Context: an optimization exercise on an open-source flow, tuned for a short achievable clock period and few clock cycles. The choices shown serve that exercise and are no tape-out recipe. Only simulation tests tie the RTL to the original design; equivalence was not proved. The clock port is modelled as an ideal driver, which makes a skipped or thinned clock tree look cheaper than it is; a real chip needs a root buffer or a tree. Power and IR drop assume default switching activity.

==> flow/design.v (excerpt) <==
module line_rasterizer (
    input  wire       clk,
    input  wire       rst,      
    input  wire       start,
    input  wire [7:0] x0,
    input  wire [7:0] y0,
    input  wire [7:0] x1,
    input  wire [7:0] y1,
    output wire       ready,
    output wire       write,
    output wire [7:0] x,
    output wire [7:0] y,
    output wire       done
);
    reg        a_v;
    reg  [7:0] a_x0, a_y0, a_x1, a_y1;
    reg        rdy_n_q;            
    wire       rdy = !rdy_n_q;
    reg        rdy_o;              
    assign ready = rdy_o;
    reg        b_v;
    reg  [7:0] b_x0, b_y0;
    reg  [3:0] b_x1h, b_y1h;
    reg  [4:0] b_dxl, b_nxl, b_dyl, b_nyl;
    reg        c_v;
    reg  [7:0] c_x0, c_y0;
    reg  [8:0] c_dx, c_nx, c_dy, c_ny;
    reg        d_v;
    reg  [7:0] d_x0, d_y0;
    reg  [7:0] d_adx, d_ady;
    reg        d_sxn, d_syn;       
    reg        e_v;
    reg  [7:0] e_x0, e_y0;
    reg  [7:0] e_adx, e_ady;
    reg        e_sxn, e_syn;
    reg  [4:0] e_dmnl, e_nmdl, e_kxl, e_kyl;
  ...
Size in the first run: roughly 1600 cells after synthesis, about 54 I/O pins, ~24000 µm² of cells after synthesis.
==> flow/config.mk <==
export PLATFORM = sky130hd
export DESIGN_NAME = line_rasterizer
export DESIGN_NICKNAME = line_rasterizer
export VERILOG_FILES = /design/flow/design.v
export SDC_FILE = /design/flow/constraint.sdc
export NUM_CORES = 4
export LEC_CHECK = 0
export CAP_MARGIN = 20
export CORE_MARGIN = 2
export CORE_UTILIZATION = 40
export PLACE_DENSITY = 0.6
export SETUP_SLACK_MARGIN = 2.5
export SLEW_MARGIN = 20
==> flow/constraint.sdc <==
create_clock -name core_clock -period 4.0 [get_ports {clk}]
set_input_delay 0.8000 -clock core_clock [delete_from_list [all_inputs] [get_ports {clk}]]
set_output_delay 0.8000 -clock core_clock [all_outputs]
set_load 0.01 [all_outputs]
standard.sh (not shown) runs the stock make flow with config.mk's settings and CLKGATE_MAP_FILE= SYNTH_SCRIPT=/design/flow/synth_recipe.tcl, a recipe that flattens the netlist after the stock synthesis.
==> flow/flow/run.sh <==
#!/bin/bash
# Layout: the standard ORFS flow (standard.sh: standard synthesis,
# floorplan, placement, routing), except that the clock tree is built by
# flow/cts_hook.tcl (two levels of clkbuf_16 from the clock port) in place of
# TritonCTS. The make output goes to standard_flow.log; every tool's own log
# is under orfs/logs/.
set -euo pipefail
here=$(pwd)
bash standard.sh PRE_CTS_TCL="$here/flow/cts_hook.tcl" finish > "$here/standard_flow.log" 2>&1
==> flow/flow/cts_hook.tcl <==
# Clock tree of two levels: the clock port drives a few clkbuf_16 buffers, each
# driving several clkbuf_16 leaf buffers; each leaf buffer drives a cluster of
# about FLAT_CTS_LEAF flip-flops. Clusters come from a size-balanced k-means on
# placed positions and buffers sit at their cluster's centre, so every
# register sees the same two buffer stages. Replaces TritonCTS, whose deeper
# tree has a larger insertion delay for this small design.

# points: list of {id x y}; returns {assignment centres sizes}
proc flat_cts_cluster { points nk } {
  set n [llength $points]
  set sx 0; set sy 0
  foreach s $points { set sx [expr {$sx + [lindex $s 1]}]; set sy [expr {$sy + [lindex $s 2]}] }
  set mx [expr {double($sx) / $n}]; set my [expr {double($sy) / $n}]
  set ang {}
  foreach s $points { lappend ang [list [expr {atan2([lindex $s 2] - $my, [lindex $s 1] - $mx)}] $s] }
  set ang [lsort -real -index 0 $ang]
  set cent {}
  for {set k 0} {$k < $nk} {incr k} {
    set s [lindex [lindex $ang [expr {int(($k + 0.5) * $n / $nk)}]] 1]
    lappend cent [list [expr {double([lindex $s 1])}] [expr {double([lindex $s 2])}]]
  }
  set cap [expr {int(ceil(double($n) / $nk))}]
  for {set iter 0} {$iter < 40} {incr iter} {
    set pairs {}
    set i 0
    foreach s $points {
      for {set k 0} {$k < $nk} {incr k} {
        set c [lindex $cent $k]
        set d [expr {abs([lindex $s 1] - [lindex $c 0]) + abs([lindex $s 2] - [lindex $c 1])}]
        lappend pairs [list $d $i $k]
      }
      incr i
    }
    set pairs [lsort -real -index 0 $pairs]
    set asg [lrepeat $n -1]
    set cnt [lrepeat $nk 0]
    foreach p $pairs {
      lassign $p d i k
      if {[lindex $asg $i] >= 0} continue
      if {[lindex $cnt $k] >= $cap} continue
      lset asg $i $k
      lset cnt $k [expr {[lindex $cnt $k] + 1}]
    }
    set newc {}
    for {set k 0} {$k < $nk} {incr k} { lappend newc [list 0.0 0.0 0] }
    set i 0
    foreach s $points {
      set k [lindex $asg $i]
      lassign [lindex $newc $k] ax ay ac
      lset newc $k [list [expr {$ax + [lindex $s 1]}] [expr {$ay + [lindex $s 2]}] [expr {$ac + 1}]]
      incr i
    }
    set cent {}
    foreach c $newc {
      lassign $c ax ay ac
      if {$ac == 0} { set ac 1 }
      lappend cent [list [expr {$ax / $ac}] [expr {$ay / $ac}]]
    }
  }
  return [list $asg $cent $cnt]
}

proc flat_cts_buffer { block master name cx cy innet } {
  set inst [odb::dbInst_create $block $master $name]
  set net [odb::dbNet_create $block "net_$name"]
  $net setSigType CLOCK
  set w [$master getWidth]; set h [$master getHeight]
  $inst setLocation [expr {int($cx - $w / 2)}] [expr {int($cy - $h / 2)}]
  $inst setPlacementStatus PLACED
  [$inst findITerm A] connect $innet
  [$inst findITerm X] connect $net
  return $net
}

proc clock_tree_synthesis { args } {
  set leafsize 30
  if { [info exists ::env(FLAT_CTS_LEAF)] } { set leafsize $::env(FLAT_CTS_LEAF) }
  set ntop 4
  if { [info exists ::env(FLAT_CTS_TOP)] } { set ntop $::env(FLAT_CTS_TOP) }
  set block [ord::get_db_block]
  set db [ord::get_db]
  set clknet [$block findNet clk]
  set master [$db findMaster sky130_fd_sc_hd__clkbuf_16]
  set sinks {}
  set its {}
  set i 0
  foreach it [$clknet getITerms] {
    set bx [[$it getInst] getBBox]
    lappend sinks [list $i [expr {([$bx xMin] + [$bx xMax]) / 2.0}] [expr {([$bx yMin] + [$bx yMax]) / 2.0}]]
    lappend its $it
    incr i
  }
  set n [llength $sinks]
  set nleaf [expr {int(ceil(double($n) / $leafsize))}]
  if {$nleaf < $ntop} { set ntop $nleaf }
  puts "flat CTS: $n sinks, $nleaf leaf buffers, $ntop top buffers"
  lassign [flat_cts_cluster $sinks $nleaf] lasg lcent lcnt
  puts "flat CTS: leaf cluster sizes $lcnt"
  set leaves {}
  set k 0
  foreach c $lcent { lappend leaves [list $k [lindex $c 0] [lindex $c 1]]; incr k }
  lassign [flat_cts_cluster $leaves $ntop] tasg tcent tcnt
  puts "flat CTS: top cluster sizes $tcnt"
  set topnets {}
  for {set t 0} {$t < $ntop} {incr t} {
    lassign [lindex $tcent $t] cx cy
    lappend topnets [flat_cts_buffer $block $master "clkbuf_top_$t" $cx $cy $clknet]
  }
  set leafnets {}
  for {set k 0} {$k < $nleaf} {incr k} {
    lassign [lindex $lcent $k] cx cy
    lappend leafnets [flat_cts_buffer $block $master "clkbuf_leaf_$k" $cx $cy [lindex $topnets [lindex $tasg $k]]]
  }
  set i 0
  foreach it $its {
    $it disconnect
    $it connect [lindex $leafnets [lindex $lasg $i]]
    incr i
  }
  set_propagated_clock [all_clocks]
}
Testbench counts at the start, summed over its fixed seeds: cycles 65,679.
Change:
==> flow/flow/run.sh (replaced) <==
#!/bin/bash
# Layout: the standard ORFS flow (standard.sh: standard synthesis,
# floorplan, placement, routing), except that the clock tree is built by
# flow/cts_hook.tcl (two levels of clkbuf_16 from the clock port, about
# FLAT_CTS_LEAF flip-flops per leaf buffer) in place of TritonCTS, and the
# timing repair may resize cells to other footprints. The make output goes
# to standard_flow.log; every tool's own log is under orfs/logs/.
set -euo pipefail
here=$(pwd)
FLAT_CTS_LEAF=20 bash standard.sh PRE_CTS_TCL="$here/flow/cts_hook.tcl" MATCH_CELL_FOOTPRINT=0 finish > "$here/standard_flow.log" 2>&1
--- a/flow/config.mk
+++ b/flow/config.mk
@@ -8,6 +8,6 @@
 export CAP_MARGIN = 20
 export CORE_MARGIN = 2
-export CORE_UTILIZATION = 40
-export PLACE_DENSITY = 0.6
+export CORE_UTILIZATION = 55
+export PLACE_DENSITY = 0.7
 export SETUP_SLACK_MARGIN = 2.5
 export SLEW_MARGIN = 20
=>
- hold slack gets better by 0.0050 ns
- wire length is higher by 2.1%
- global-route usage rose by 5.2 points
- maximum frequency hardly moves
- total power grows by 2.8%
- sequential power went down by about 0.5%
- die area went down by 27%
- worst setup slack is about the same
No run of this note takes its clock network from TritonCTS; it comes from the design's own scripts or RTL.

---

Another version of the RTL of line_rasterizer (not shown whole).
For scale: roughly 2,000 cells after synthesis, about 800 flip-flops, ~54 I/O pins, roughly 32,000 um^2 of cells after synthesis.
export LEC_CHECK = 0
export CAP_MARGIN = 20
export CORE_MARGIN = 2
export CORE_UTILIZATION = 55
export PLACE_DENSITY = 0.7
export SETUP_SLACK_MARGIN = 2.5
export SLEW_MARGIN = 20
create_clock -name core_clock -period 4.0 [get_ports {clk}]
==> flow/flow/run.sh <==
#!/bin/bash
# Layout: the standard ORFS flow (standard.sh: standard synthesis,
# floorplan, placement, routing), except that the clock tree is built by
# flow/cts_hook.tcl in place of TritonCTS: the clock port drives four
# clkinv_16, each driving several clkinv_8 that each drive about
# FLAT_CTS_LEAF flip-flops, so every register's clock passes the same two
# inverters; the timing repair may resize cells to other footprints. The
# make output goes to standard_flow.log; every tool's own log is under
# orfs/logs/.
set -euo pipefail
here=$(pwd)
export FLAT_CTS_LEAF=20
export FLAT_CTS_TOP_CELL=sky130_fd_sc_hd__clkinv_16
export FLAT_CTS_LEAF_CELL=sky130_fd_sc_hd__clkinv_8
bash standard.sh PRE_CTS_TCL="$here/flow/cts_hook.tcl" MATCH_CELL_FOOTPRINT=0 finish > "$here/standard_flow.log" 2>&1
Other scripts of this flow, unchanged in this note and not shown: flow/flow/cts_hook.tcl
Testbench counts at the start, summed over its fixed seeds: cycles 65,687.
Change:
- SETUP_SLACK_MARGIN: 2.5 -> 2.7
The new run passed the timing, DRC and antenna checks.
Synthesized cell count stays the same.
Combinational power came out higher by 53%.
Core utilization came out higher by 8.0 points.
Flip-flop and latch count stays the same.
Synthesized area does not change.
Final area came out higher by 13%.
Sequential share of layout area came out lower by 7.2 points.
Power came out higher by 14%.
In every run of this note, the design's own scripts or RTL, not TritonCTS, make the clock network.

[separate check: timing with driven ports]
How much do the figures lean on ideal ports? The routed layouts below were timed once more, with nothing changed but the port constraints. Step 1 (the two cells are an assumption about what drives the block):
set clk [get_ports {clk}]
set_driving_cell -lib_cell sky130_fd_sc_hd__clkbuf_16 $clk
set_driving_cell -lib_cell sky130_fd_sc_hd__buf_2 [delete_from_list [all_inputs] $clk]
Step 2 adds t to the input delays and takes it off the output delays; t is the mean of the earliest and latest rising clock arrival at the registers after step 1. Input paths then give back, and output paths get back, about the clock's delay inside the block. Slacks: no drivers / after step 1 / after step 2; pairs: no drivers / after step 1.
run	shift t [ns]	setup slack, ns	worst setup path at the end	worst slew at a driven data input, ns	pins driven straight from the clock port
the first run of note 1	0.471	2.216 / 2.216 / 2.208	input to register	0.03	4
the second run of note 1	0.460	2.215 / 2.215 / 2.215	register to register	0.03	4
the first run of note 2	0.522	2.446 / 2.212 / 2.196	input to register	0.05	4
the second run of note 2	0.534	2.448 / 2.218 / 2.178	input to register	0.05	4
After both steps every run listed still meets setup and hold. For the second run of note 2, which loses most, drivers alone change the setup slack by -0.230 ns; drivers and shift together by -0.270 ns.
